Background: an optimization exercise with open tools, aiming at small area. Do not read the settings as production practice. RTL that was checked went through simulation tests only; none was proved equivalent to the original. For run 1, only the layout was checked, not whether the RTL still works. In runs 5 and 6 the design's own scripts or RTL, not TritonCTS, make the clock network. No driver is modelled on the clock port, so clock power and skew are understated where the tree is cut down; a real chip needs a root buffer or a tree. Power and IR drop assume default switching activity.

### flow/standard.sh
#!/bin/bash
# synth_recipe.tcl (not shown) runs the flow's synth.tcl, then flattens the netlist and writes it again
# the make line also repeats each setting of config.mk as NAME=value (left out here)
make -C /OpenROAD-flow-scripts/flow DESIGN_CONFIG=/design/flow/config.mk WORK_HOME=/design/flow/orfs CLKGATE_MAP_FILE= SYNTH_SCRIPT=/design/flow/synth_recipe.tcl "${@:-finish}"
### flow/design.v
module gamepad_sampler (
    input  wire        clk,
    input  wire        rst_n,
    input  wire        bus_clock,
    input  wire        bus_data,
    input  wire        bus_latch,
    input  wire        go_in,
    input  wire        reset_in,
    input  wire        tick,
    input  wire        cmd_valid,
    input  wire [7:0]  cmd,
    input  wire        flash_done,
    input  wire        flash_ok,
    output wire        rsp_valid,
    output wire [31:0] rsp_data,
    output wire [1:0]  rsp_err,
    output wire        sampler_en,
    output wire        flash_en,
    output wire [1:0]  pin_sel,
    output wire        flash_start,
    output wire [7:0]  led,
    output wire        view_valid,
    output wire [31:0] view_frame,
    output wire        alive,
    output wire        silence_warn,
    output wire        attempt_fail,
    output wire        session_done,
    output wire [1:0]  session_result
);
    localparam [2:0] S_IDLE          = 3'd0;
    localparam [2:0] S_AWAIT_GO      = 3'd1;
    localparam [2:0] S_BURN_FLASH    = 3'd2;
    localparam [2:0] S_BURN_DELAY    = 3'd3;
    localparam [2:0] S_AWAIT_GO_TEST = 3'd4;
    localparam [2:0] S_TESTING       = 3'd5;
    localparam [2:0] S_DONE          = 3'd6;
    localparam [9:0]  BLINK_END  = 10'h2b2;    
    localparam [9:0]  BLINK_MASK = 10'h3ff;
    localparam [11:0] WD_END     = 12'h489;    
    localparam [11:0] WD_MASK    = 12'hded;
    localparam [11:0] DLY_END    = 12'he1c;    
    localparam [11:0] DLY_MASK   = 12'h942;
    wire [3:0] op_in = cmd[3:0];
    wire reserved_in = (cmd[7:6] != 2'b00) || (op_in == 4'hE) || (op_in == 4'hF) ||
                       ((op_in != 4'hC) && (cmd[5:4] != 2'b00));
    wire [4:0] code_in = !cmd_valid      ? 5'h00 :
                         reserved_in     ? 5'h0E :
                         (op_in == 4'hC) ? {3'b100, cmd[5:4]} :
                         (op_in == 4'h0) ? 5'h0C :
                                           {1'b0, op_in};
    reg        rn_q;
    reg [4:0]  code_q;
    reg        tick_q, fd_q, fo_q;
    reg [3:0]  bclk, blat, bgo, brst;    
    reg [2:0]  bdat;
    reg [1:0]  arm_q;
    reg [31:0] acc_q, cur_q, last_q, vf_q;
    reg        en_q, pend_q, go_q, rl_q;
    reg [2:0]  fsm_q;
    reg [1:0]  res_q, att_q;
    reg        skip_q, req_q;
    reg [9:0]  bl_q;
    reg        ph_q;
    reg [11:0] wd_q;
    wire r = rn_q;
    wire armed      = (arm_q == 2'd3);
    wire clk_rise   = armed &  bclk[2] & ~bclk[3];
    wire latch_rise = armed &  blat[2] & ~blat[3];
    wire data_bit   = bdat[2];
    wire go_rise    = armed &  bgo[2]  & ~bgo[3];
    wire rst_fall   = armed & ~brst[2] &  brst[3];
    wire st_idle  = (fsm_q == S_IDLE);
    wire st_ag    = (fsm_q == S_AWAIT_GO);
    wire st_bf    = (fsm_q == S_BURN_FLASH);
    wire st_bd    = (fsm_q == S_BURN_DELAY);
    wire st_agt   = (fsm_q == S_AWAIT_GO_TEST);
    wire st_t     = (fsm_q == S_TESTING);
    wire st_done  = (fsm_q == S_DONE);
    wire st_await = st_ag | st_agt;
    wire active_q = st_await | st_bf | st_bd | st_t;
    wire changed_q = (cur_q != last_q);
    wire        c_valid  = (code_q != 5'h00);
    wire        c_start  = code_q[4];
    wire [3:0]  c_op     = code_q[3:0];
    wire        c_res    = ~c_start & (c_op == 4'hE);
    wire        c_mut    = c_start | (~c_start & ((c_op == 4'h1) | (c_op == 4'h6) |
                           (c_op == 4'h8) | (c_op == 4'h9) | (c_op == 4'hA)));
    wire        c_busy   = c_mut & active_q;
    wire        c_ok     = c_valid & ~c_res & ~c_busy;
    wire        idle_cmd  = ~active_q & ~c_start;
    wire        do_newpkt = idle_cmd & (c_op == 4'h1);
    wire        do_clrgo  = idle_cmd & (c_op == 4'h6);
    wire        do_clrrst = idle_cmd & (c_op == 4'h8);
    wire        do_sen    = idle_cmd & (c_op == 4'h9);
    wire        do_sdis   = idle_cmd & (c_op == 4'hA);
    wire        do_start  = ~active_q & c_start;
    wire bl_end  = ((bl_q ^ BLINK_END) & BLINK_MASK) == 10'd0;
    wire wd_end  = ((wd_q ^ WD_END)    & WD_MASK)    == 12'd0;
    wire dly_end = ((wd_q ^ DLY_END)   & DLY_MASK)   == 12'd0;
    wire [9:0]  bl_step = {bl_q[8:0], ~(bl_q[9] ^ bl_q[6])};
    wire [11:0] wd_step = {wd_q[10:0], ~(wd_q[11] ^ wd_q[10] ^ wd_q[9] ^ wd_q[3])};
    wire aw_go     = st_await & go_q;                        
    wire aw_burn   = st_ag & go_q & ~skip_q;                 
    wire aw_test   = aw_go & ~aw_burn;                       
    wire aw_abort  = st_await & ~go_q & rl_q & ~req_q;       
    wire bf_done   = st_bf & fd_q;
    wire bf_abort  = bf_done & rl_q;
    wire bf_ok     = bf_done & ~rl_q & fo_q;                 
    wire bf_retry  = bf_done & ~rl_q & ~fo_q & ~att_q[1];    
    wire bf_fail   = bf_done & ~rl_q & ~fo_q & att_q[1];     
    wire bd_abort  = st_bd & rl_q;
    wire bd_again  = st_bd & ~rl_q & tick_q & dly_end;       
    wire t_end     = st_t & rl_q;                            
    wire t_run     = st_t & ~rl_q;
    wire abort     = aw_abort | bf_abort | bd_abort;
    reg [2:0] fsm_x;
    always @(*) begin
        fsm_x = fsm_q;
        if (do_start)                    fsm_x = S_AWAIT_GO;
        if (aw_burn | bd_again)          fsm_x = S_BURN_FLASH;
        if (aw_test)                     fsm_x = S_TESTING;
        if (bf_ok)                       fsm_x = S_AWAIT_GO_TEST;
        if (bf_retry)                    fsm_x = S_BURN_DELAY;
        if (abort | bf_fail | t_end)     fsm_x = S_DONE;
    end
    wire [1:0] res_x = do_start ? 2'd0 :
                       abort    ? 2'd3 :
                       bf_fail  ? 2'd2 :
                       t_end    ? 2'd1 : res_q;
    wire [1:0] att_x = do_start ? 2'd0 :
                       aw_burn  ? 2'd1 :
                       bd_again ? 2'd2 : att_q;
    wire skip_x = do_start ? code_q[0] : skip_q;
    wire req_x  = do_start ? code_q[1] : req_q;
    wire en_x   = (en_q & ~do_sdis & ~do_start & ~t_end) | do_sen | aw_test;
    wire go_clr   = st_await | bf_ok | do_clrgo | do_start;
    wire rst_clr  = (st_await & (go_q | ~req_q)) | bf_done | st_bd | st_t |
                    do_clrrst | do_start;
    wire pend_clr = t_run | do_newpkt;
    wire bl_adv  = tick_q & ((st_await & ~go_q) | st_t);
    wire bl_term = bl_adv & bl_end;
    wire bl_zero = ~(st_await | st_t) | aw_go;
    wire bl_clr  = bl_zero | bl_term;
    wire [9:0] bl_x = ({10{~bl_clr & bl_adv}} & bl_step) |
                      ({10{~bl_clr & ~bl_adv}} & bl_q);
    wire ph_x = ~bl_zero & (ph_q ^ bl_term);
    wire wd_clr = ~(st_bd | st_t) | (st_t & (pend_q | (tick_q & wd_end)));
    wire [11:0] wd_x = ({12{~wd_clr & tick_q}} & wd_step) |
                       ({12{~wd_clr & ~tick_q}} & wd_q);
    wire fs_x = aw_burn | bd_again;
    wire af_x = bf_done & ~fo_q;
    wire vv_x = t_run & pend_q & changed_q;
    wire al_x = t_run & pend_q & ~changed_q;
    wire sw_x = t_run & ~pend_q & tick_q & wd_end;
    wire enabling = ~en_q & en_x;
    wire capture  = en_q & latch_rise;
    wire sh       = en_q & clk_rise;
    wire a_keep   = r & ~enabling & ~capture;
    wire a_sh     = a_keep & sh;
    wire a_hold   = a_keep & ~sh;
    wire c_sh     = r & capture & clk_rise;
    wire c_ns     = r & capture & ~clk_rise;
    wire c_hold   = r & ~capture;
    wire l_ld     = r & capture;
    wire v_ld     = r & vv_x;
    wire v_hold   = r & ~vv_x;
    wire [31:0] acc_up = {acc_q[30:0], data_bit};
    wire [1:0]  arm_n  = r ? (armed ? 2'd3 : arm_q + 2'd1) : 2'd0;
    wire [31:0] acc_n  = ({32{a_sh}} & acc_up) | ({32{a_hold}} & acc_q);
    wire        en_n   = r & en_x;
    wire [31:0] cur_n  = ({32{c_sh}} & acc_up) | ({32{c_ns}} & acc_q) |
                         ({32{c_hold}} & cur_q);
    wire [31:0] last_n = ({32{l_ld}} & cur_q) | ({32{c_hold}} & last_q);
    wire        pend_n = r & (capture | (~pend_clr & pend_q));
    wire        go_n   = r & (go_rise | (~go_clr & go_q));
    wire        rl_n   = r & (rst_fall | (~rst_clr & rl_q));
    wire [2:0]  fsm_n  = r ? fsm_x : S_IDLE;
    wire [1:0]  res_n  = r ? res_x : 2'd0;
    wire [1:0]  att_n  = r ? att_x : 2'd0;
    wire        skip_n = r & skip_x;
    wire        req_n  = r & req_x;
    wire [31:0] vf_n   = ({32{v_ld}} & cur_q) | ({32{v_hold}} & vf_q);
    always @(posedge clk) begin
        rn_q   <= rst_n;
        code_q <= code_in;
        tick_q <= tick;
        fd_q   <= flash_done;
        fo_q   <= flash_ok;
        bclk   <= {bclk[2:0], bus_clock};
        blat   <= {blat[2:0], bus_latch};
        bgo    <= {bgo[2:0],  go_in};
        brst   <= {brst[2:0], reset_in};
        bdat   <= {bdat[1:0], bus_data};
        arm_q  <= arm_n;
        acc_q  <= acc_n;
        en_q   <= en_n;
        cur_q  <= cur_n;
        last_q <= last_n;
        pend_q <= pend_n;
        go_q   <= go_n;
        rl_q   <= rl_n;
        fsm_q  <= fsm_n;
        res_q  <= res_n;
        att_q  <= att_n;
        skip_q <= skip_n;
        req_q  <= req_n;
        bl_q   <= bl_x;
        ph_q   <= ph_x;
        wd_q   <= wd_x;
        vf_q   <= vf_n;
    end
    wire await_n = (fsm_n == S_AWAIT_GO) | (fsm_n == S_AWAIT_GO_TEST);
    wire test_n  = (fsm_n == S_TESTING);
    assign flash_en       = (fsm_n == S_BURN_FLASH) | (fsm_n == S_BURN_DELAY);
    assign sampler_en     = en_n;
    assign pin_sel        = {en_n, flash_en};
    assign session_done   = (fsm_n == S_DONE);
    assign session_result = res_n;
    assign led            = {4'h0, test_n & ph_x, test_n & ~ph_x,
                             (await_n | test_n) & ph_x, (await_n | test_n) & ~ph_x};
    assign flash_start  = r & fs_x;
    assign view_valid   = r & vv_x;
    assign alive        = r & al_x;
    assign silence_warn = r & sw_x;
    assign attempt_fail = r & af_x;
    assign view_frame   = vf_n;
    wire [7:0] led_q = {4'h0, st_t & ph_q, st_t & ~ph_q,
                        (st_await | st_t) & ph_q, (st_await | st_t) & ~ph_q};
    wire flash_en_q = st_bf | st_bd;
    wire [31:0] status = {led_q, 7'b0, req_q, skip_q, att_q, res_q, fsm_q, 1'b0,
                          active_q, flash_en_q, en_q, rl_q, go_q, changed_q, pend_q};
    wire c_rd  = r & c_ok & ~c_start;
    wire s_pnd = c_rd & (c_op == 4'h1);
    wire s_cur = c_rd & (c_op == 4'h2);
    wire s_lst = c_rd & (c_op == 4'h3);
    wire s_chg = c_rd & (c_op == 4'h4);
    wire s_go  = c_rd & (c_op == 4'h5);
    wire s_rl  = c_rd & (c_op == 4'h7);
    wire s_st  = c_rd & (c_op == 4'hB);
    wire s_acc = c_rd & (c_op == 4'hD);
    assign rsp_data = ({32{s_cur}} & cur_q) | ({32{s_lst}} & last_q) |
                      ({32{s_acc}} & acc_q) | ({32{s_st}} & status) |
                      {31'd0, (s_pnd & pend_q) | (s_chg & changed_q) |
                              (s_go & go_q) | (s_rl & rl_q)};
    assign rsp_valid = r & c_valid;
    assign rsp_err   = (r & c_valid) ? (c_res ? 2'd1 : (c_busy ? 2'd2 : 2'd0)) : 2'd0;
endmodule
### flow/config.mk
export PLATFORM = sky130hd
export DESIGN_NAME = gamepad_sampler
export DESIGN_NICKNAME = gamepad_sampler
export VERILOG_FILES = /design/flow/design.v
export SDC_FILE = /design/flow/constraint.sdc
export NUM_CORES = 4
export LEC_CHECK = 0
export ABC_AREA = 1
export CAP_MARGIN = 20
export CORE_MARGIN = 2
export CORE_UTILIZATION = 55
export SLEW_MARGIN = 20
### flow/flow/abc_area.script
strash
&get -n
&fraig -x
&put
dc2
strash
&get -n
&dch -f
&nf -R 1000 -p
&put
### flow/flow/run.sh
#!/bin/bash
# Layout flow: the standard layout (standard.sh: ORFS synthesis with
# the standard flow's synthesis script, floorplan, power grid, tap cells, placement, CTS,
# routing), with these changes:
# - synthesis maps the logic with an area-oriented ABC script
#   (flow/abc_area.script, used in place of ORFS's scripts/abc_area.script
#   through a copy of ORFS's scripts folder); the flip-flops and the passes
#   before ABC are unchanged, so the registers keep their names and cells;
# - the port buffers that global placement inserts on every input and output
#   are sky130_fd_sc_hd__buf_1;
# - clock tree synthesis uses small clock buffers and inserts no dummy loads.
set -euo pipefail
rm -rf scripts_area
cp -r "$FLOW_HOME/scripts" scripts_area
cp flow/abc_area.script scripts_area/abc_area.script
export SCRIPTS_DIR="$PWD/scripts_area"
export BUFFER_PORTS_ARGS="-buffer_cell sky130_fd_sc_hd__buf_1"
export CTS_ARGS="-sink_clustering_enable -repair_clock_nets -dont_use_dummy_load -buf_list {sky130_fd_sc_hd__clkbuf_8}"
bash standard.sh > standard.log 2>&1
### flow/constraint.sdc
create_clock -name core_clock -period 10.0 [get_ports {clk}]
set_input_delay 2.0000 -clock core_clock [delete_from_list [all_inputs] [get_ports {clk}]]
set_output_delay 2.0000 -clock core_clock [all_outputs]
set_load 0.01 [all_outputs]
==> results.txt, run 1 <==
Req. time, crit path about 8000 ps; row count 42; Place WS about 4600 ps; Die Y roughly 120 um; top_reg_cell synth dfxtp_1; DP Cell Count approximately 970; post-DR vias/cell between 6 and 7; Finished Layout Cells 990; antenna violations before repair 0; Final Slew Violations 0; # Post-CTS Setup Buffers 0; CP Capture Type output port; DR DRC count 0; met3 WL approximately 1500 um; relative slew slack a little over a third; main combinational cell family by area after synthesis compound AO/OA/AOI/OAI gates; fin util a little over three fifths; Syn-to-layout area delta 12.80%; fin crit period 5877 ps; top routing layer used met4; mapped cell area 7272 um^2; initial cell density of the core 55.57%; TritonCTS clock tree done; DRT antenna net count 0; clk latency of the worst-skew pair 460 ps; xor/xnor cell area share of the yosys netlist 4.215%; largest net degree at the start of global routing 67; Leakage 3.087 nW; Pre-Repair DR Iteration Count 9; Synth cell types 46; width of the die 119.0 um; Post-synth ARST share 0%; Syn Inst Count 688; Setup TNS Final 0 ps; via count ~6200; worst min path class reg2reg; post-synthesis mux area share 0%; Crit Path Class reg2out; hpwl dp roughly 12000 um; initial DRC count ~900; H-Tree Depth 4; status timing/DRC/antenna clean; post-synthesis sequential area ratio 53.41%; maxcap violations 0; Setup Skew around 24 ps; first-pass GRT wire length ~31000 um; CTS sink cnt 194; Tcrit/Tclk final 58.77%; worst-path fanout max 32; Hold Fails Final Rpt 0; number of synthesized flops with an enable pin 0; fmax 0.1701 GHz; total wire length roughly 19000 um; Filler Cell Count 1112; total power divided by cell area 145.3 nW/um^2; RSZ-0062 raised after global routing no; Slew @ Worst Pin 948.5 ps; post_cts resized 0; synthesized flop and latch total about 190; vias in the first global route 5883; core area 13090 um^2; syn_area_per_cell 10.57 um^2; Worst-path clk slew ~90 ps; I/O Buffers 101; WL/cell 19.22 um; CTS Buffer Depth 2; crit start category flip-flop; NumNets Final 835; Synth Area in Adders 0%; sequential cell area 3884 um^2; clock root buffer clkbuf_8; Num CTS Buffers 17; Final GP Congestion 0.9066; GRT Overall Usage a little over a quarter; IO Count 106; share of layout cells above drive strength 1 4.668%; remaining global-route overflow 0; die area 14160 um^2; Min Hold Slack 316.1 ps; Simple-Gate Fraction of Synth Area 10.94%; most frequent cells in the layout dfxtp_1 (194), a22o_1 (117), buf_1 (101), a222oi_1 (60); Ant. Diodes 0; hold buffers post-CTS 0; Final setup viols 0; CP arrival around 3900 ps; synth warn 1; area of the multi-input gates about 3200 um^2; fin worst setup slack between 4000 and 5000 ps; routed wl met2 approximately 9000 um; compound-cell area share of the yosys netlist approximately 28%; Peak supply drop about 0.12 mV; Metal-1 WL 8282 um; commonest non-fill, non-tap cell in the layout dfxtp_1
-- final timing paths --
| check | to | from | depth (start not counted) | slack [ps] |
|---|---|---|---|---|
| hold reg to reg | brst[1] | brst[0] | 0 | 320 |
| setup reg to reg | acc_q[31] | fsm_q[1] | 9 | 6700 |
| setup / recovery | rsp_data[0] | fsm_q[0] | 11 | 4120 |
| hold / removal | brst[1] | brst[0] | 0 | 320 |
-- worst max-delay path, stage by stage (launching register included) --
cell and delay [ps]:
dfxtp_1 480, clkinv_1 170, o21ai_0 410, or2_0 320, nor2_1 110, o21ai_0 630, nor4_2 60, buf_4 290
a222oi_1 380, a21boi_0 230, o21ai_0 160, buf_1 180
-- per-layer routing --
layer  track usage, %  vias up
met4            8.110        0
met1            36.18     3001
met5                0        -
li1                 -     2913
met2            44.22      310
met3            6.226       23
-- power breakdown --
group           total, W  switching (W)  internal, W
registers       0.000784     0.00000567     0.000778
clock network   0.000381       0.000230     0.000151
logic          0.0000273      0.0000198   0.00000741
total            0.00119       0.000256     0.000936
-- synth_stat cells (all sizes together), types with 2 or more instances --
master | count | area [um^2]
o31ai | 2 | 15.01
a22o | 117 | 1025
dfxtp | 194 | 3884
nor4b | 4 | 35.03
nor4 | 6 | 37.54
a2111oi | 2 | 17.52
nand2b | 5 | 31.28
a21oi | 16 | 80.08
and3 | 2 | 12.51
o31a | 2 | 17.52
nand4b | 2 | 17.52
nor2 | 22 | 82.58
o21a | 3 | 22.52
xnor2 | 14 | 122.6
a221oi | 2 | 17.52
clkinv | 56 | 210.2
a21boi | 5 | 37.54
xor2 | 21 | 183.9
nand4 | 5 | 31.28
nand3 | 8 | 40.04
a211oi | 2 | 15.01
a22oi | 3 | 22.52
and2 | 4 | 25.02
nor2b | 15 | 93.84
buf | 6 | 45.04
a31oi | 2 | 12.51
nor3 | 11 | 55.05
nor3b | 6 | 45.04
o211ai | 2 | 15.01
o21ai | 17 | 85.08
nand2 | 56 | 210.2
or3 | 3 | 18.77
a222oi | 60 | 600.6
-- kinds of logic after synthesis --
family / after synthesis
compound gates: 240
flops: 194
simple gates: 156
buf+inv: 62
xor+xnor: 35
other cells: 1
-- through the flow --
stage | cell area, um^2 | total power (W)
floorplan | 7283 | 0.0008171
CTS | 8203 | 0.001200
global placement | 7969 | 0.0008282
global route | 8203 | 0.001237
finish | 8203 | 0.001192
detailed placement | 7969 | 0.0008291
-- sequential cells by signal, summed over array words and instances, names as in the netlist, 4 cells and up --
register  cells
cur_q        32
bclk          4
brst          4
bl_q         10
wd_q         12
vf_q         32
blat          4
last_q       32
bgo           4
code_q        5
acc_q        32
-- area by class of cell --
class | instances | area share, %
clock buffer | 17 | 2.852
inverter | 56 | 2.563
sequential | 194 | 47.35
multi-input combinational | 435 | 38.93
tap | 176 | 2.685
timing repair buffer | 112 | 5.628
==> run 2, diff against run 1 <==
--- a/flow/design.v
+++ b/flow/design.v
@@ -55,3 +55,2 @@
     reg [2:0]  bdat;
-    reg [1:0]  arm_q;
     reg [31:0] acc_q, cur_q, last_q, vf_q;
@@ -65,8 +64,7 @@
     wire r = rn_q;
-    wire armed      = (arm_q == 2'd3);
-    wire clk_rise   = armed &  bclk[2] & ~bclk[3];
-    wire latch_rise = armed &  blat[2] & ~blat[3];
+    wire clk_rise   =  bclk[2] & ~bclk[3];
+    wire latch_rise =  blat[2] & ~blat[3];
     wire data_bit   = bdat[2];
-    wire go_rise    = armed &  bgo[2]  & ~bgo[3];
-    wire rst_fall   = armed & ~brst[2] &  brst[3];
+    wire go_rise    =  bgo[2]  & ~bgo[3];
+    wire rst_fall   = ~brst[2] &  brst[3];
     wire st_idle  = (fsm_q == S_IDLE);
@@ -167,3 +165,2 @@
     wire [31:0] acc_up = {acc_q[30:0], data_bit};
-    wire [1:0]  arm_n  = r ? (armed ? 2'd3 : arm_q + 2'd1) : 2'd0;
     wire [31:0] acc_n  = ({32{a_sh}} & acc_up) | ({32{a_hold}} & acc_q);
@@ -188,8 +185,7 @@
         fo_q   <= flash_ok;
-        bclk   <= {bclk[2:0], bus_clock};
-        blat   <= {blat[2:0], bus_latch};
-        bgo    <= {bgo[2:0],  go_in};
-        brst   <= {brst[2:0], reset_in};
+        bclk   <= {bclk[2:0] | {3{~r}}, bus_clock};
+        blat   <= {blat[2:0] | {3{~r}}, bus_latch};
+        bgo    <= {bgo[2:0]  | {3{~r}}, go_in};
+        brst   <= {brst[2:0] & {3{r}},  reset_in};
         bdat   <= {bdat[1:0], bus_data};
-        arm_q  <= arm_n;
         acc_q  <= acc_n;
==> results.txt, run 2 <==
status timing/DRC/antenna clean; CP Capture Type output port; CTS Buffer Depth 2 (unchanged); commonest non-fill, non-tap cell in the layout dfxtp_1; clock root buffer clkbuf_8; Crit Path Class reg2out; Final GP Congestion 0.9137 (+0.78%); post_cts resized 0 (unchanged); width of the die 118.9 um (about the same); initial DRC count 691 (-23%); main area contributors after synthesis dfxtp_1 (53%), a22o_1 (14%), a222oi_1 (8.4%), clkinv_1 (2.9%), nand2_1 (2.8%); Filler Cell Count 1130 (+1.6%); post-synthesis sequential area ratio 52.96% (-0.45 points); most numerous cell in the Yosys netlist dfxtp_1; Syn Inst Count 688 (unchanged); post-DR vias/cell 6.356 (+0.72%); vias in the first global route 5950 (+1.1%); Peak supply drop 0.1380 mV (+13%); CP arrival 3910 ps (+30 ps); IO Count 106 (unchanged); synth warn 1 (unchanged); Setup Skew 30.40 ps (+6.365 ps); Reg-to-Reg Start fsm_q[1]; H-Tree Depth 4 (unchanged); number of synthesized flops with an enable pin 0 (unchanged); share of the synthesized area in the top cell type 52.96% (-0.45 points); Tcrit/Tclk final 59.09% (+0.32 points); fin worst setup slack 4091 ps (-31.58 ps); mapped cell area 7258 um^2 (-0.19%); NumNets Final 835 (unchanged); hpwl dp 12540 um (+2.5%); initial cell density of the core 56.82% (+1.2 points); CP max stage delay 620 ps (about the same); CTS sink cnt 192 (-1.0%); core area 12770 um^2 (-2.4%); relative slew slack 28.68% (-8.0 points); hold buffers post-CTS 0 (unchanged); crit start category flip-flop; Place WS 4570 ps (-68.84 ps); HP Start bdat[1]; top_reg_cell synth dfxtp_1; # Post-CTS Setup Buffers 0 (unchanged); Slowest-stage cell, CP o21ai_0; worst-path fanout max 32 (unchanged); Final Slew Violations 0 (unchanged); I/O Buffers 101 (unchanged); Post-synth ARST share 0% (unchanged); row count 41 (-2.4%); DR DRC count 0 (unchanged); Final setup viols 0 (unchanged); Syn-to-layout area delta 12.77% (about the same); share of layout cells above drive strength 1 4.545% (-0.12 points); remaining global-route overflow 0 (unchanged); syn_area_per_cell 10.55 um^2 (-0.19%); total power divided by cell area 144.4 nW/um^2 (-0.65%); Synth cell types 48 (+4.3%); synthesized flop and latch total 192 (-1.0%); largest net degree at the start of global routing 67 (unchanged); first-pass GRT wire length 30760 um (+0.47%); DRT antenna net count 0 (unchanged); GRT Overall Usage 27.17% (about the same); Pre-Repair DR Iteration Count 12 (+3); Worst Setup SP fsm_q[0]; total wire length 19420 um (+2.0%); WL/cell 19.67 um (+2.3%); fin util 64.08% (+1.4 points); clk latency of the worst-skew pair 460 ps (about the same); RSZ-0062 raised after global routing no; commonest cells in the netlist dfxtp_1 (192), a22o_1 (116), a222oi_1 (61); Num CTS Buffers 17 (unchanged); die area 14130 um^2 (-0.18%); most frequent cells in the layout dfxtp_1 (192), a22o_1 (116), buf_1 (101), a222oi_1 (61), clkinv_1 (56); post-synth top area cell dfxtp_1; Hold Fails Final Rpt 0 (unchanged); Die Y 118.9 um (about the same); antenna violations before repair 0 (unchanged); maxcap violations 0 (unchanged); Leakage 3.071 nW (-0.54%); Setup TNS Final 0 ps (unchanged); crit-path cells clkinv_1 -> o21ai_0 -> nor2_1 -> a31oi_1 -> or4b_1 -> nor4b_2 -> buf_4 -> a222oi_1 -> a21boi_0 -> o21ai_0 -> buf_1; Worst-path clk slew 90 ps (about the same); worst min path class reg2reg; Req. time, crit path 8000 ps (about the same); via count 6273 (+0.42%); fin crit period 5909 ps (+31.58 ps); CP dominant cell by count o21ai_0; Slew @ Worst Pin 1068 ps (+119.1 ps); TritonCTS clock tree done; fmax 0.1692 GHz (-0.53%)
==> run 2: worst max-delay path, delay by kind of cell, from the launching register on <==
kind	cells	cell delay [ps]
DFF	1	560
and+or+nand+nor	3	510
buffers and inverters	3	650
AOI/OAI and AO/OA	5	1720
==> run 2: layout make-up <==
cell class | instances | area, um^2 | area share [%]
sequential | 192 | 3844 | 46.96
multi-input combinational | 437 | 3218 | 39.32
timing repair buffer | 112 | 461.7 | 5.640
clock buffer | 17 | 234.0 | 2.858
tap | 172 | 215.2 | 2.629
inverter | 56 | 210.2 | 2.568
antenna | 1 | 2.502 | 0.03057
==> run 2: per-stage QoR <==
step           instances  power [W]  hold slack, ps  instance area, um^2
3_3_place_gp         969  0.0008196           312.2                 7949
2_1_floorplan        691  0.0008078           309.6                 7269
6_report             987   0.001182           327.5                 8185
5_1_grt              986   0.001220           334.2                 8183
4_1_cts              986   0.001190           332.1                 8183
3_5_place_dp         969  0.0008202           316.4                 7949
==> run 2: kinds of logic (layout without fill, tap and decap cells) <==
logic type / after synthesis / after routing / share of synthesized area [%]
AO/OA/AOI/OAI: 234 / 234 / 27.39
XOR/XNOR: 35 / 35 / 4.223
buffers and inverters: 62 / 185 / 3.517
flip-flops: 192 / 192 / 52.96
other: 1 / 5 / 0.05167
AND/OR/NAND/NOR: 164 / 164 / 11.86
==> run 2: final timing paths <==
check	end	slack [ps]	cells past startpoint
min reg2reg	bdat[2]	330	0
min	bdat[2]	330	0
max reg2reg	acc_q[27]	6360	10
max	rsp_data[0]	4090	11
==> run 2: per-layer routing <==
layer | track usage (%) | vias to the layer above | wire, um
li1 | - | 2908 | -
met1 | 36.10 | 3055 | 8485
met2 | 43.25 | 270 | 9047
met3 | 6.034 | 40 | 1440
met4 | 10.49 | 0 | 442
met5 | 0 | - | 0
==> run 2: where the power goes <==
group	leakage [nW]	switching [W]	internal, W
Clock	0.122	0.000228	0.000151
Sequential	1.55	0.00000376	0.000769
Combinational	1.39	0.0000213	0.00000835
Total	3.07	0.000254	0.000928
==> run 3, diff against run 2 <==
--- a/flow/flow/run.sh
+++ b/flow/flow/run.sh
@@ -17,3 +17,3 @@
 export BUFFER_PORTS_ARGS="-buffer_cell sky130_fd_sc_hd__buf_1"
-export CTS_ARGS="-sink_clustering_enable -repair_clock_nets -dont_use_dummy_load -buf_list {sky130_fd_sc_hd__clkbuf_8}"
+export CTS_ARGS="-sink_clustering_enable -repair_clock_nets -dont_use_dummy_load -root_buf sky130_fd_sc_hd__clkbuf_4 -buf_list {sky130_fd_sc_hd__clkbuf_8}"
 bash standard.sh > standard.log 2>&1
--- a/flow/config.mk
+++ b/flow/config.mk
@@ -10,3 +10,3 @@
 export CORE_MARGIN = 2
-export CORE_UTILIZATION = 55
+export CORE_UTILIZATION = 62
 export SLEW_MARGIN = 20
==> results.txt, run 3 <==
width of the die 112.2 um (-5.6%); Setup TNS Final 0 ps (unchanged); Tcrit/Tclk final 59.77% (+0.68 points); worst r2r path cells 10 (unchanged); post-DR vias/cell 6.587 (+3.6%); CTS sink cnt 192 (unchanged); internal power 0.0009224 W (-0.63%); Syn Inst Count 688 (unchanged); # Post-CTS Setup Buffers 0 (unchanged); IO Count 106 (unchanged); TritonCTS clock tree done; commonest cells in the netlist dfxtp_1 (192), a22o_1 (116), a222oi_1 (61); Final GP Congestion 0.9307 (+1.9%); mapped cell area 7258 um^2 (unchanged); Post-synth ARST share 0% (unchanged); Final Slew Violations 0 (unchanged); fin util 71.33% (+7.3 points); WL/cell 19.91 um (+1.2%); crit start category flip-flop; Min Hold Slack 326.3 ps (-1.205 ps); first-pass GRT wire length 30730 um (-0.11%); Pre-Repair DR Iteration Count 9 (-3); status timing/DRC/antenna clean; Final setup viols 0 (unchanged); Slowest-stage cell, CP o21ai_0; Peak supply drop 0.1603 mV (+16%); initial DRC count 973 (+41%); worst min path class reg2reg; antenna violations before repair 0 (unchanged); CP Capture Type output port; die area 12590 um^2 (-11%); most numerous cell in the Yosys netlist dfxtp_1; Syn-to-layout area delta 12.22%; post_cts resized 0 (unchanged); hpwl dp 12170 um (-3.0%); number of synthesized flops with an enable pin 0 (unchanged); DR DRC count 0 (unchanged); fin worst setup slack 4023 ps (-67.76 ps); WP depth 11 (unchanged); Num CTS Buffers 17 (unchanged); fmax 0.1673 GHz (-1.1%); main area contributors after synthesis dfxtp_1 (53%), a22o_1 (14%), a222oi_1 (8.4%), clkinv_1 (2.9%), nand2_1 (2.8%); clk latency of the worst-skew pair 610 ps (+150 ps); CTS Buffer Depth 2 (unchanged); Sw Share 21.67% (+0.22 points); post-synthesis sequential area ratio 52.96% (unchanged); maxcap violations 0 (unchanged); Synth cell types 48 (unchanged); clock network fraction of design power 31.8% (-0.3 points); initial cell density of the core 63.57% (+6.7 points); switching power total 0.0002552 W (+0.68%); H-Tree Depth 4 (unchanged); fin crit period 5977 ps (+67.76 ps); I/O Buffers 101 (unchanged); Die Y 112.2 um (-5.6%); power share of the sequential group 65.7% (+0.3 points); crit-path cells clkinv_1 -> o21ai_0 -> nor2_1 -> a31oi_1 -> or4b_1 -> nor4b_2 -> buf_4 -> a222oi_1 -> a21boi_0 -> o21ai_0 -> buf_1; largest net degree at the start of global routing 67 (unchanged); post-synth top area cell dfxtp_1; worst-path fanout max 32 (unchanged); Slew @ Worst Pin 993.4 ps (-74.20 ps); Hold Fails Final Rpt 0 (unchanged); synthesized flop and latch total 192 (unchanged); row count 39 (-4.9%); overall power 0.001178 W (-0.35%); Crit Path Class reg2out; most frequent cells in the layout dfxtp_1 (192), a22o_1 (116), buf_1 (101), a222oi_1 (61), clkinv_1 (56); core area 11420 um^2 (-11%); Comb pwr share 2.5% (about the same); Leakage 3.069 nW (about the same); remaining global-route overflow 0 (unchanged); share of layout cells above drive strength 1 4.668% (+0.12 points); hold path depth 0 (unchanged); via count 6304 (+0.49%); CP arrival 3980 ps (+70 ps); RSZ-0062 raised after global routing no; total wire length 19060 um (-1.8%); CP max stage delay 540 ps (-80 ps); crit path buf inv count 3 (unchanged); synth warn 1 (unchanged); top_reg_cell synth dfxtp_1; syn_area_per_cell 10.55 um^2 (unchanged); GRT Overall Usage 30.25% (+3.1 points); relative slew slack 33.63% (+5.0 points); hold buffers post-CTS 0 (unchanged); total power divided by cell area 144.6 nW/um^2 (+0.14%); Req. time, crit path 8000 ps (about the same); Worst-path clk slew 90 ps (about the same); Place WS 4658 ps (+88.00 ps); Setup Skew 15.74 ps (-14.65 ps); clock root buffer clkbuf_4; NumNets Final 835 (unchanged); DRT antenna net count 0 (unchanged); CP dominant cell by count o21ai_0; share of the synthesized area in the top cell type 52.96% (unchanged); commonest non-fill, non-tap cell in the layout dfxtp_1; vias in the first global route 6040 (+1.5%); Ant. Diodes 0 (-1); family with the most delay on the worst path compound AO/OA/AOI/OAI gates
==> run 3: cell type report <==
| cell class | instances | area [um^2] |
|---|---|---|
| Sequential cell | 192 | 3844 |
| Fill cell | 913 | 3273 |
| Multi-Input combinational cell | 437 | 3223 |
| Timing Repair Buffer | 112 | 461.7 |
| Clock buffer | 17 | 227.7 |
| Inverter | 56 | 210.2 |
| Tap cell | 143 | 178.9 |
==> run 3: routing by layer <==
layer  part of all wire, %  vias to the layer above  wire [um]  GRT usage, %
met5                     0                        -          0             0
met4                   2.0                        0        374         10.57
met3                   8.1                       35       1537         6.641
met2                    47                      331       8926         47.87
met1                    43                     3023       8220         41.28
li1                      -                     2915          -             -
==> run 3: power groups by stage <==
| stage | combinational, W | sequential [W] | clock (W) |
|---|---|---|---|
| after floorplan | 0.0000170 | 0.000791 | 0 |
| after global placement | 0.0000284 | 0.000791 | 0 |
| after detailed placement | 0.0000290 | 0.000791 | 0 |
| after CTS | 0.0000291 | 0.000773 | 0.000379 |
| after global routing | 0.0000324 | 0.000774 | 0.000405 |
| final | 0.0000296 | 0.000773 | 0.000375 |
==> run 3: final timing paths <==
| kind | slack [ps] | startpoint | to |
|---|---|---|---|
| max | 4020 | fsm_q[0] | rsp_data[0] |
| min | 330 | bdat[1] | bdat[2] |
| max reg2reg | 6440 | fsm_q[1] | acc_q[25] |
| min reg2reg | 330 | bdat[1] | bdat[2] |
==> run 3: logic make-up (layout without fill, tap and decap cells) <==
family / Yosys count / after routing / share of synthesized area (%)
flops: 192 / 192 / 52.96
compound gates: 234 / 234 / 27.39
xor+xnor: 35 / 35 / 4.223
buf+inv: 62 / 185 / 3.517
simple gates: 164 / 164 / 11.86
other cells: 1 / 4 / 0.05167
==> run 3: through the flow <==
step           instance area, um^2  instances
2_1_floorplan                 7269        691
3_3_place_gp                  7913        940
3_5_place_dp                  7913        940
4_1_cts                       8140        957
5_1_grt                       8145        957
6_report                      8145        957
==> run 4, diff against run 3 <==
--- a/flow/config.mk
+++ b/flow/config.mk
@@ -8,5 +8,5 @@
 export ABC_AREA = 1
-export CAP_MARGIN = 20
+export CAP_MARGIN = 5
 export CORE_MARGIN = 2
-export CORE_UTILIZATION = 62
-export SLEW_MARGIN = 20
+export CORE_UTILIZATION = 55
+export SLEW_MARGIN = 5
==> results.txt, run 4 <==
Final setup viols 0 (unchanged); hold buffers post-CTS 0 (unchanged); NumNets Final 835 (unchanged); first-pass GRT wire length 30830 um (+0.34%); hpwl dp 12540 um (+3.1%); Ant. Diodes 0 (unchanged); Slew @ Worst Pin 1049 ps (+55.84 ps); Place WS 4570 ps (-88.00 ps); H-Tree Depth 4 (unchanged); Num CTS Buffers 17 (unchanged); RSZ-0062 raised after global routing no; Syn Inst Count 688 (unchanged); Post-synth ARST share 0% (unchanged); Min Hold Slack 328.5 ps (+2.178 ps); area of the multi-input gates 3218 um^2 (-0.16%); Tcrit/Tclk final 60.08% (+0.31 points); worst min path class reg2reg; commonest cells in the netlist dfxtp_1 (192), a22o_1 (116), a222oi_1 (61); most frequent cells in the layout dfxtp_1 (192), a22o_1 (116), buf_1 (101), a222oi_1 (61), clkinv_1 (56); grt met2 use 43.93% (-3.9 points); power share of the sequential group 65.8% (about the same); relative slew slack 29.90% (-3.7 points); post_cts resized 0 (unchanged); TritonCTS clock tree done; Setup TNS Final 0 ps (unchanged); commonest non-fill, non-tap cell in the layout dfxtp_1; largest net degree at the start of global routing 67 (unchanged); Final GP Congestion 0.9137 (-1.8%); status timing/DRC/antenna clean; core area 12770 um^2 (+12%); Die Y 118.9 um (+6.0%); I/O Buffers 101 (unchanged); busiest layer in global routing met2; Final Slew Violations 0 (unchanged); Peak supply drop 0.1362 mV (-15%); Pre-Repair DR Iteration Count 8 (-1); Req. time, crit path 8000 ps (about the same); switching power total 0.0002528 W (-0.96%); initial DRC count 697 (-28%); Filler Cell Count 1129 (+24%); share of layout cells above drive strength 1 4.545% (-0.12 points); initial cell density of the core 56.82% (-6.7 points); crit start category flip-flop; Syn-to-layout area delta 12.65%; # Post-CTS Setup Buffers 0 (unchanged); clock root buffer clkbuf_4; most numerous cell in the Yosys netlist dfxtp_1; worst-path fanout max 32 (unchanged); via count 6253 (-0.81%); Sw Share 21.51% (-0.17 points); antenna violations before repair 0 (unchanged); CTS sink cnt 192 (unchanged); Leakage 3.068 nW (about the same); fmax 0.1665 GHz (-0.52%); IO Count 106 (unchanged); die area 14130 um^2 (+12%); Crit Path Class reg2out; DR DRC count 0 (unchanged); remaining global-route overflow 0 (unchanged); mapped cell area 7258 um^2 (unchanged); Hold Fails Final Rpt 0 (unchanged); total power divided by cell area 143.7 nW/um^2 (-0.58%); met1 usage 36.53% (-4.7 points); syn_area_per_cell 10.55 um^2 (unchanged); synth warn 1 (unchanged); internal power 0.0009225 W (about the same); CP Capture Type output port; synthesized flop and latch total 192 (unchanged); Setup Skew 32.00 ps (+16.26 ps); top_reg_cell synth dfxtp_1; fin worst setup slack 3992 ps (-31.25 ps); clock network fraction of design power 31.7% (about the same); width of the die 118.9 um (+6.0%); Synth cell types 48 (unchanged); number of synthesized flops with an enable pin 0 (unchanged); post-synth top area cell dfxtp_1; post-synthesis sequential area ratio 52.96% (unchanged); sequential cell area 3844 um^2 (unchanged); CTS Buffer Depth 2 (unchanged); DRT antenna net count 0 (unchanged); clk latency of the worst-skew pair 610 ps (about the same); share of the synthesized area in the top cell type 52.96% (unchanged); GRT Overall Usage 27.26% (-3.0 points); post-DR vias/cell 6.342 (-3.7%); met3 Track Usage GR 5.795% (-0.85 points); CP arrival 4010 ps (+30 ps); vias in the first global route 5916 (-2.1%); WL/cell 19.76 um (-0.76%); Comb pwr share 2.5% (about the same); maxcap violations 0 (unchanged); total wire length 19490 um (+2.2%); main area contributors after synthesis dfxtp_1 (53%), a22o_1 (14%), a222oi_1 (8.4%), clkinv_1 (2.9%), nand2_1 (2.8%); row count 41 (+5.1%); fin crit period 6008 ps (+31.25 ps); Worst-path clk slew 90 ps (about the same)
==> run 4: cell counts after synthesis <==
Identical to the previous run, type by type.
==> run 4: cell families after synthesis <==
family                 share of synthesized area (%)
AND/OR/NAND/NOR                                11.86
other                                        0.05167
buffers and inverters                          3.517
XOR/XNOR                                       4.223
flip-flops                                     52.96
AO/OA/AOI/OAI                                  27.39
==> run 4: final cells by class <==
cell class,instances,area share (%)
multi-input cells,437,39.36
flip-flops and latches,192,47.01
inverters,56,2.571
clock buffers,17,2.785
well taps,172,2.632
repair buffers,112,5.647
==> run 4: worst paths after layout <==
| check | from | end | slack (ps) | depth (start not counted) |
|---|---|---|---|---|
| setup reg to reg | fsm_q[1] | acc_q[27] | 6420 | 10 |
| hold reg to reg | bdat[1] | bdat[2] | 330 | 0 |
| setup / recovery | fsm_q[0] | rsp_data[0] | 3990 | 11 |
| hold / removal | bdat[1] | bdat[2] | 330 | 0 |
==> run 4: power groups by stage <==
stage | Clock (W) | Sequential, W | Combinational [W]
floorplan | 0 | 0.000791 | 0.0000170
global placement | 0 | 0.000791 | 0.0000287
detailed placement | 0 | 0.000791 | 0.0000292
CTS | 0.000382 | 0.000773 | 0.0000294
global route | 0.000408 | 0.000774 | 0.0000325
finish | 0.000372 | 0.000773 | 0.0000297
==> run 4: layer usage <==
metal	vias to the layer above	routed length (um)	part of all wire (%)
li1	2906	-	-
met1	3040	8656	44
met2	273	9154	47
met3	34	1306	6.7
met4	0	368	1.9
met5	-	0	0
==> run 4: worst max-delay path, stage by stage (launching register included) <==
cell and delay, ps:
dfxtp_1 550, clkinv_1 220, o21ai_0 570, nor2_1 150, a31oi_1 240, or4b_1 270, nor4b_2 70, buf_4 280
a222oi_1 350, a21boi_0 350, o21ai_0 180, buf_1 160
==> run 4: stage by stage <==
step / instances / total power, W / utilization [%] / area [um^2]
global placement: 969 / 0.0008196 / 62.23 / 7949
CTS: 986 / 0.001185 / 64.01 / 8177
detailed placement: 969 / 0.0008202 / 62.23 / 7949
finish: 986 / 0.001175 / 64.01 / 8177
floorplan: 691 / 0.0008078 / - / 7269
global route: 986 / 0.001215 / 64.01 / 8177
==> run 5, diff against run 4 <==
--- a/flow/flow/run.sh
+++ b/flow/flow/run.sh
@@ -10,3 +10,2 @@
 #   are sky130_fd_sc_hd__buf_1;
-# - clock tree synthesis uses small clock buffers and inserts no dummy loads.
 set -euo pipefail
@@ -17,3 +16,9 @@
 export BUFFER_PORTS_ARGS="-buffer_cell sky130_fd_sc_hd__buf_1"
-export CTS_ARGS="-sink_clustering_enable -repair_clock_nets -dont_use_dummy_load -root_buf sky130_fd_sc_hd__clkbuf_4 -buf_list {sky130_fd_sc_hd__clkbuf_8}"
+export CTS_ARGS="-sink_clustering_enable -repair_clock_nets -dont_use_dummy_load -buf_list {sky130_fd_sc_hd__clkbuf_8}"
+bash standard.sh cts > standard_cts.log 2>&1
+TRIM_RESULTS="$PWD/orfs/results/sky130hd/gamepad_sampler/base" TRIM_WRITE=1 \
+  CLK_NX=3 CLK_NY=4 CLK_NR=4 CLK_LIMIT=0.110 \
+  CLK_LEAF=sky130_fd_sc_hd__clkbuf_8 CLK_ROOT=sky130_fd_sc_hd__clkbuf_4 \
+  CLK_LEAF_SMALL=sky130_fd_sc_hd__clkbuf_4 CLK_ROOT_SMALL=sky130_fd_sc_hd__clkbuf_2 \
+  openroad -no_init -exit flow/clk_tree.tcl > clk_tree.log 2>&1
 bash standard.sh > standard.log 2>&1
==> flow/flow/clk_tree.tcl (new file) <==
set res $::env(TRIM_RESULTS)
set platform $::env(FLOW_HOME)/platforms/sky130hd
read_lef $platform/lef/sky130_fd_sc_hd.tlef
read_lef $platform/lef/sky130_fd_sc_hd_merged.lef
read_liberty $platform/lib/sky130_fd_sc_hd__tt_025C_1v80.lib
read_db $res/4_cts.odb
read_sdc $res/4_cts.sdc
source $platform/setRC.tcl

set db [ord::get_db]
set block [ord::get_db_block]
set clk [$block findNet clk]

# the clock tree: buffers and inverters reached from the clock port
set tree_insts {}
set tree_nets {}
set frontier [list $clk]
set sinks {}
while {[llength $frontier] > 0} {
  set net [lindex $frontier 0]
  set frontier [lrange $frontier 1 end]
  foreach it [$net getITerms] {
    if {![$it isInputSignal]} { continue }
    set inst [$it getInst]
    set mname [[$inst getMaster] getName]
    if {[string match "*df*" $mname]} {
      lappend sinks $it
    } else {
      lappend tree_insts $inst
      foreach o [$inst getITerms] {
        if {[$o isOutputSignal] && [$o getNet] ne "NULL"} {
          lappend tree_nets [$o getNet]
          lappend frontier [$o getNet]
        }
      }
    }
  }
}
puts "clock tree: [llength $tree_insts] cells, [llength $tree_nets] nets, [llength $sinks] sinks"
foreach inst $tree_insts { puts "  removing [$inst getName] [[$inst getMaster] getName]" }

# sink positions
set pts {}
foreach it $sinks {
  set b [[$it getInst] getBBox]
  lappend pts [list [expr {([$b xMin] + [$b xMax]) / 2}] [expr {([$b yMin] + [$b yMax]) / 2}] $it]
}
# disconnect sinks and remove the old tree
foreach it $sinks { $it disconnect }
foreach inst $tree_insts { odb::dbInst_destroy $inst }
foreach net $tree_nets { odb::dbNet_destroy $net }

# leaf groups: NX strips by x, each split into NY parts by y, with one leaf
# buffer per group; NR root buffers (0: the clock port drives the leaves)
set nx $::env(CLK_NX); set ny $::env(CLK_NY); set nr $::env(CLK_NR)
set leafm [$db findMaster $::env(CLK_LEAF)]
set rootm [$db findMaster $::env(CLK_ROOT)]
proc split_n {lst n idx} {
  set s [lsort -integer -index $idx $lst]
  set len [llength $s]
  set out {}
  for {set i 0} {$i < $n} {incr i} {
    lappend out [lrange $s [expr {$i * $len / $n}] [expr {($i + 1) * $len / $n - 1}]]
  }
  return $out
}
set groups {}
foreach strip [split_n $pts $nx 0] {
  foreach g [split_n $strip $ny 1] { lappend groups $g }
}
set leaves {}
set k 0
foreach g $groups {
  set sx 0; set sy 0
  foreach p $g { incr sx [lindex $p 0]; incr sy [lindex $p 1] }
  set cx [expr {$sx / [llength $g]}]
  set cy [expr {$sy / [llength $g]}]
  set inst [odb::dbInst_create $block $leafm "clkbuf_leaf_$k"]
  $inst setLocation $cx $cy
  $inst setPlacementStatus PLACED
  set net [odb::dbNet_create $block "clknet_leaf_$k"]
  $net setSigType CLOCK
  [$inst findITerm X] connect $net
  foreach p $g { [lindex $p 2] connect $net }
  lappend leaves [list $inst $cx $cy]
  puts "leaf $k: [llength $g] sinks at ($cx, $cy)"
  incr k
}
if {$nr == 0} {
  foreach l $leaves { [[lindex $l 0] findITerm A] connect $clk }
} else {
  set n [llength $leaves]
  for {set r 0} {$r < $nr} {incr r} {
    set mine [lrange $leaves [expr {$r * $n / $nr}] [expr {($r + 1) * $n / $nr - 1}]]
    set sx 0; set sy 0
    foreach l $mine { incr sx [lindex $l 1]; incr sy [lindex $l 2] }
    set inst [odb::dbInst_create $block $rootm "clkbuf_root_$r"]
    $inst setLocation [expr {$sx / [llength $mine]}] [expr {$sy / [llength $mine]}]
    $inst setPlacementStatus PLACED
    set net [odb::dbNet_create $block "clknet_root_$r"]
    $net setSigType CLOCK
    [$inst findITerm A] connect $clk
    [$inst findITerm X] connect $net
    foreach l $mine { [[lindex $l 0] findITerm A] connect $net }
  }
}

detailed_placement
estimate_parasitics -placement

proc worst_clk_slew {} {
  set worst 0.0
  foreach p [get_pins -hier */CLK] {
    set s [get_property $p slew_max]
    if {$s > $worst} { set worst $s }
  }
  return $worst
}
puts "worst flip-flop clock slew: [worst_clk_slew]"

# downsize buffers while every flip-flop clock pin keeps a slew under the limit
set limit $::env(CLK_LIMIT)
foreach {prefix small} [list clkbuf_leaf_ $::env(CLK_LEAF_SMALL) clkbuf_root_ $::env(CLK_ROOT_SMALL)] {
  foreach inst [$block getInsts] {
    if {![string match "${prefix}*" [$inst getName]]} { continue }
    set big [[$inst getMaster] getName]
    if {$big eq $small} { continue }
    set name [$inst getName]
    replace_cell [get_cells $name] $small
    estimate_parasitics -placement
    if {[worst_clk_slew] > $limit} {
      replace_cell [get_cells $name] $big
      estimate_parasitics -placement
      puts "keep $name $big"
    } else {
      puts "downsize $name to $small"
    }
  }
}
detailed_placement
check_placement -verbose
estimate_parasitics -placement
set area 0.0
foreach inst [$block getInsts] {
  if {[string match "clkbuf_leaf_*" [$inst getName]] || [string match "clkbuf_root_*" [$inst getName]]} {
    set m [$inst getMaster]
    set area [expr {$area + [$m getWidth] * [$m getHeight] / 1e6}]
  }
}
puts "clock buffer area: $area"
puts "final worst flip-flop clock slew: [worst_clk_slew]"
report_clock_skew
report_checks -path_delay min -format end -group_path_count 3
if {[info exists ::env(TRIM_WRITE)]} { write_db $res/4_cts.odb }
--- a/flow/config.mk
+++ b/flow/config.mk
@@ -8,5 +8,5 @@
 export ABC_AREA = 1
-export CAP_MARGIN = 5
+export CAP_MARGIN = 20
 export CORE_MARGIN = 2
 export CORE_UTILIZATION = 55
-export SLEW_MARGIN = 5
+export SLEW_MARGIN = 20
==> results.txt, run 5 <==
WL/cell 19.98 um (+1.1%); via count 6274 (+0.34%); synth warn 1 (unchanged); Syn-to-layout area delta 12.07%; total wire length 19680 um (+1.0%); maxcap violations 0 (unchanged); worst min path class reg2reg; fin crit period 5811 ps (-197.0 ps); # Post-CTS Setup Buffers 0 (unchanged); Slew @ Worst Pin 1059 ps (+9.666 ps); clk latency of the worst-skew pair 410 ps (-200 ps); Hold Fails Final Rpt 0 (unchanged); number of synthesized flops with an enable pin 0 (unchanged); NumNets Final 834 (-0.12%); fmax 0.1721 GHz (+3.4%); I/O Buffers 101 (unchanged); GRT Overall Usage 27.01% (-0.25 points); post_cts resized 0 (unchanged); Syn Inst Count 688 (unchanged); status timing/DRC/antenna clean; Peak supply drop 0.08662 mV (-36%); RSZ-0062 raised after global routing no; Synth cell types 48 (unchanged); Final setup viols 0 (unchanged); row count 41 (unchanged); share of the synthesized area in the top cell type 52.96% (unchanged); vias in the first global route 6006 (+1.5%); Setup TNS Final 0 ps (unchanged); Post-synth ARST share 0% (unchanged); Leakage 3.051 nW (-0.55%); syn_area_per_cell 10.55 um^2 (unchanged); post-synthesis sequential area ratio 52.96% (unchanged); mapped cell area 7258 um^2 (unchanged); Setup Skew 56.74 ps (+24.74 ps); total power divided by cell area 141.5 nW/um^2 (-1.6%); synthesized flop and latch total 192 (unchanged); CP arrival 3810 ps (-200 ps); die area 14130 um^2 (unchanged); core area 12770 um^2 (unchanged); main area contributors after synthesis dfxtp_1 (53%), a22o_1 (14%), a222oi_1 (8.4%), clkinv_1 (2.9%), nand2_1 (2.8%); relative slew slack 29.26% (-0.65 points); Die Y 118.9 um (unchanged); hpwl dp 12540 um (unchanged); CTS sink cnt 192 (unchanged); DR DRC count 0 (unchanged); Ant. Diodes 0 (unchanged); share of layout cells above drive strength 1 4.428% (-0.12 points); crit start category flip-flop; commonest cells in the netlist dfxtp_1 (192), a22o_1 (116), a222oi_1 (61); first-pass GRT wire length 31240 um (+1.3%); Pre-Repair DR Iteration Count 6 (-2); Final GP Congestion 0.9137 (unchanged); worst-path fanout max 32 (unchanged); width of the die 118.9 um (unchanged); commonest non-fill, non-tap cell in the layout dfxtp_1; DRT antenna net count 0 (unchanged); overall power 0.001151 W (-2.1%); Crit Path Class reg2out; hold buffers post-CTS 0 (unchanged); remaining global-route overflow 0 (unchanged); most frequent cells in the layout dfxtp_1 (192), a22o_1 (116), buf_1 (101), a222oi_1 (61), clkinv_1 (56); Tcrit/Tclk final 58.11% (-2.0 points); post-DR vias/cell 6.370 (+0.44%); antenna violations before repair 0 (unchanged); Req. time, crit path 8000 ps (about the same); CP Capture Type output port; top_reg_cell synth dfxtp_1; IO Count 106 (unchanged); post-synth top area cell dfxtp_1; largest net degree at the start of global routing 67 (unchanged); Final Slew Violations 0 (unchanged); initial cell density of the core 56.82% (unchanged); fin util 63.68% (-0.33 points); initial DRC count 686 (-1.6%); Worst-path clk slew 90 ps (about the same); most numerous cell in the Yosys netlist dfxtp_1
run 5: cell types whose count changed in the layout (fill, tap and decap cells not counted), sizes merged:
cell | before | now
clkbuf | 17 | 16
run 5: path summary, 6_finish.rpt:
path | start | slack [ps] | cells after the start | endpoint
worst max-delay path | fsm_q[0] | 4190 | 11 | rsp_data[0]
worst min-delay path | bdat[0] | 330 | 0 | bdat[1]
worst max register to register | fsm_q[1] | 6420 | 10 | acc_q[22]
worst min register to register | bdat[0] | 330 | 0 | bdat[1]
run 5: logic make-up after synthesis:
group	count (synthesis)	share of synthesized area (%)
other cells	1	0.05167
flops	192	52.96
compound gates	234	27.39
simple gates	164	11.86
buf+inv	62	3.517
xor+xnor	35	4.223
run 5: power breakdown:
part	switching, W	internal, W	total (W)
Clock	0.000229	0.000119	0.000348
Sequential	0.00000382	0.000769	0.000773
Combinational	0.0000213	0.00000835	0.0000296
Total	0.000254	0.000896	0.00115
run 5: layout make-up:
cell class / count / area, um^2
multi-input combinational: 437 / 3218
inverter: 56 / 210.2
timing repair buffer: 112 / 461.7
tap: 172 / 215.2
sequential: 192 / 3844
buffer: 16 / 185.2
fill: 1133 / 4639
run 5: critical path: stages (launching register included):
cell and delay (ps):
dfxtp_1 550, clkinv_1 220, o21ai_0 630, nor2_1 160, a31oi_1 240, or4b_1 270
nor4b_2 70, buf_4 270, a222oi_1 350, a21boi_0 330, o21ai_0 180, buf_1 160
run 5: per-stage QoR:
step | cells | hold slack [ps] | area (um^2) | setup WS (ps)
after detailed placement | 969 | 316.4 | 7949 | 4570
after global placement | 969 | 312.2 | 7949 | 4596
after CTS | 986 | 332.1 | 8183 | 4066
after floorplan | 691 | 309.6 | 7269 | 3094
final | 985 | 334.4 | 8134 | 4189
after global routing | 985 | 344.3 | 8134 | 3870
run 5: layer usage:
metal  global-route usage (%)  vias up  part of all wire (%)
li1                         -     2904                     -
met1                    36.99     3053                    44
met2                    43.35      274                    46
met3                    3.305       43                   6.5
met4                    11.24        0                   3.2
met5                        0        -                     0
==> run 6, diff against run 5 <==
--- a/flow/flow/run.sh
+++ b/flow/flow/run.sh
@@ -19,3 +19,3 @@
 TRIM_RESULTS="$PWD/orfs/results/sky130hd/gamepad_sampler/base" TRIM_WRITE=1 \
-  CLK_NX=3 CLK_NY=4 CLK_NR=4 CLK_LIMIT=0.110 \
+  CLK_NX=3 CLK_NY=4 CLK_NR=1 CLK_LIMIT=0.112 \
   CLK_LEAF=sky130_fd_sc_hd__clkbuf_8 CLK_ROOT=sky130_fd_sc_hd__clkbuf_4 \
==> results.txt, run 6 <==
mapped cell area 7258 um^2 (unchanged); Setup TNS Final 0 ps (unchanged); status timing/DRC/antenna clean; DP Cell Count 969 (unchanged); first-pass GRT wire length 31160 um (-0.27%); post-synthesis mux area share 0% (unchanged); vias in the first global route 5968 (-0.63%); Sw Share 22.10% (about the same); GRT Overall Usage 26.74% (-0.28 points); Synth Area in Adders 0% (unchanged); Final GP Congestion 0.9137 (unchanged); Final setup viols 0 (unchanged); worst min path class reg2reg; Simple-Gate Fraction of Synth Area 11.86% (unchanged); main area contributors after synthesis dfxtp_1 (53%), a22o_1 (14%), a222oi_1 (8.4%), clkinv_1 (2.9%), nand2_1 (2.8%); synthesized flop and latch total 192 (unchanged); Ant. Diodes 0 (unchanged); CP Capture Type output port; RSZ-0062 raised after global routing no; worst-path fanout max 32 (unchanged); commonest non-fill, non-tap cell in the layout dfxtp_1; IO Count 106 (unchanged); share of layout cells above drive strength 1 4.074% (-0.35 points); Peak supply drop 0.08539 mV (-1.4%); power share of the sequential group 68.0% (+0.8 points); maxcap violations 0 (unchanged); fmax 0.1609 GHz (-6.5%); Hold Path End bdat[1]; core area 12770 um^2 (unchanged); hold buffers post-CTS 0 (unchanged); DRT antenna net count 0 (unchanged); fin crit period 6213 ps (+402.4 ps); synth warn 1 (unchanged); total wire length 19570 um (-0.57%); relative slew slack 30.08% (+0.82 points); Tcrit/Tclk final 62.13% (+4.0 points); CP arrival 4210 ps (+400 ps); post-synthesis sequential area ratio 52.96% (unchanged); post-synth top area cell dfxtp_1; most frequent cells in the layout dfxtp_1 (192), a22o_1 (116), buf_1 (101), a222oi_1 (61), clkinv_1 (56); post_cts resized 0 (unchanged); antenna violations before repair 0 (unchanged); Comb pwr share 2.6% (about the same); clock network fraction of design power 29.4% (-0.8 points); hold path depth 0 (unchanged); Pre-Repair DR Iteration Count 9 (+3); Leakage 3.039 nW (-0.41%); DR DRC count 0 (unchanged); main combinational cell family by area after synthesis compound AO/OA/AOI/OAI gates; Syn-to-layout area delta 11.86%; clk latency of the worst-skew pair 780 ps (+370 ps); Min Hold Slack 336.2 ps (+1.787 ps); die area 14130 um^2 (unchanged); top_reg_cell synth dfxtp_1; largest net degree at the start of global routing 67 (unchanged); total power divided by cell area 140.2 nW/um^2 (-0.93%); Crit Path Class reg2out; WL/cell 19.93 um (-0.27%); syn_area_per_cell 10.55 um^2 (unchanged); initial DRC count 787 (+15%); remaining global-route overflow 0 (unchanged); Req. time, crit path 8000 ps (about the same); Hold Fails Final Rpt 0 (unchanged); Slew @ Worst Pin 1047 ps (-12.29 ps); HP Start bdat[0]; via count 6278 (+0.064%); Reg-to-Reg Start fsm_q[1]; CTS sink cnt 192 (unchanged); width of the die 118.9 um (unchanged); share of the synthesized area in the top cell type 52.96% (unchanged); most numerous cell in the Yosys netlist dfxtp_1; fin util 63.56% (-0.12 points); Die Y 118.9 um (unchanged); compound-cell area share of the yosys netlist 27.39% (unchanged); worst r2r path cells 10 (unchanged); flop-to-flop setup slack 6410 ps (about the same); overall power 0.001138 W (-1.1%); initial cell density of the core 56.82% (unchanged); row count 41 (unchanged); xor/xnor cell area share of the yosys netlist 4.223% (unchanged); Final Slew Violations 0 (unchanged); Worst-path clk slew 100 ps (about the same); post-DR vias/cell 6.393 (+0.37%); I/O Buffers 101 (unchanged); number of synthesized flops with an enable pin 0 (unchanged); NumNets Final 831 (-0.36%); Post-synth ARST share 0% (unchanged); # Post-CTS Setup Buffers 0 (unchanged); Setup Skew 9.558 ps (-47.18 ps); switching power total 0.0002515 W (-1.1%); crit start category flip-flop; Finished Layout Cells 982 (-0.30%); Syn Inst Count 688 (unchanged); commonest cells in the netlist dfxtp_1 (192), a22o_1 (116), a222oi_1 (61); reg2reg end acc_q[12]; Synth cell types 48 (unchanged); internal power 0.0008865 W (-1.1%); hpwl dp 12540 um (unchanged)
==> run 6: worst max-delay path by stage <==
stage                     startpoint     endpoint  cells past startpoint
after floorplan                 rn_q  rsp_data[0]                      6
after global placement      fsm_q[0]  rsp_data[0]                     11
after detailed placement    fsm_q[0]  rsp_data[0]                     11
after CTS                   fsm_q[0]  rsp_data[0]                     11
after global routing        fsm_q[0]  rsp_data[0]                     11
final                       fsm_q[0]  rsp_data[0]                     11
==> run 6: cell families (layout without fill, tap and decap cells) <==
logic type             after synthesis  in the layout
flip-flops                         192            192
buffers and inverters               62            181
AND/OR/NAND/NOR                    164            164
other                                1              4
AO/OA/AOI/OAI                      234            234
XOR/XNOR                            35             35
==> run 6: power groups by stage <==
stage / clock network, W / registers [W] / logic, W
after global routing: 0.000370 / 0.000775 / 0.0000326
final: 0.000335 / 0.000773 / 0.0000297
after floorplan: 0 / 0.000791 / 0.0000170
after detailed placement: 0 / 0.000791 / 0.0000292
after CTS: 0.000388 / 0.000773 / 0.0000294
after global placement: 0 / 0.000791 / 0.0000287
==> run 6: per-layer routing <==
metal  global-route usage, %  share of wire (%)
met3                   2.874                7.3
met5                       0                  0
met4                   8.110                1.8
met2                   44.00                 47
met1                   37.17                 44
==> run 6: stage by stage <==
step | area [um^2] | setup slack, ps
floorplan | 7269 | 3094
global placement | 7949 | 4596
detailed placement | 7949 | 4570
CTS | 8183 | 4066
global route | 8119 | 3431
finish | 8119 | 3787
==> run 6: critical path, cell delays in order (launching register included) <==
cell and delay (ps):
dfxtp_1 560, clkinv_1 220, o21ai_0 590, nor2_1 150, a31oi_1 240, or4b_1 270
nor4b_2 70, buf_4 270, a222oi_1 360, a21boi_0 340, o21ai_0 180, buf_1 160
==> run 6: cell type report <==
type,count,area (um^2)
timing repair buffer,112,461.7
inverter,56,210.2
tap,172,215.2
fill,1134,4654
sequential,192,3844
buffer,13,170.2
multi-input combinational,437,3218

[afterwards: timing with drivers on the ports]
How much do the figures lean on ideal ports? The routed layouts below were timed once more, with nothing changed but the port constraints.
Step 1: set_driving_cell puts a clkbuf_16 on clk and a buf_2 on each other input, an assumption about the parent block.
Step 2 moves the port delays by t, midway between the first and last clock arrival at a register: inputs arrive t later, outputs are due t later. That takes back most of the time a late clock gives input paths.
Three values: ideal, step 1, step 2; two values: the first two.
run	t (ns)	slack for setup (ns)	slew at the worst register clock pin (ns)
run 1	0.486	4.123 / 4.084 / 4.570	0.09 / 0.09
run 2	0.481	4.091 / 4.056 / 4.537	0.10 / 0.10
run 3	0.634	4.023 / 3.988 / 4.622	0.09 / 0.09
run 4	0.628	3.992 / 3.956 / 4.584	0.10 / 0.10
run 5	0.440	4.189 / 4.134 / 4.574	0.10 / 0.10
run 6	0.804	3.787 / 3.754 / 4.559	0.11 / 0.11
After both steps setup and hold are still met in every run listed.
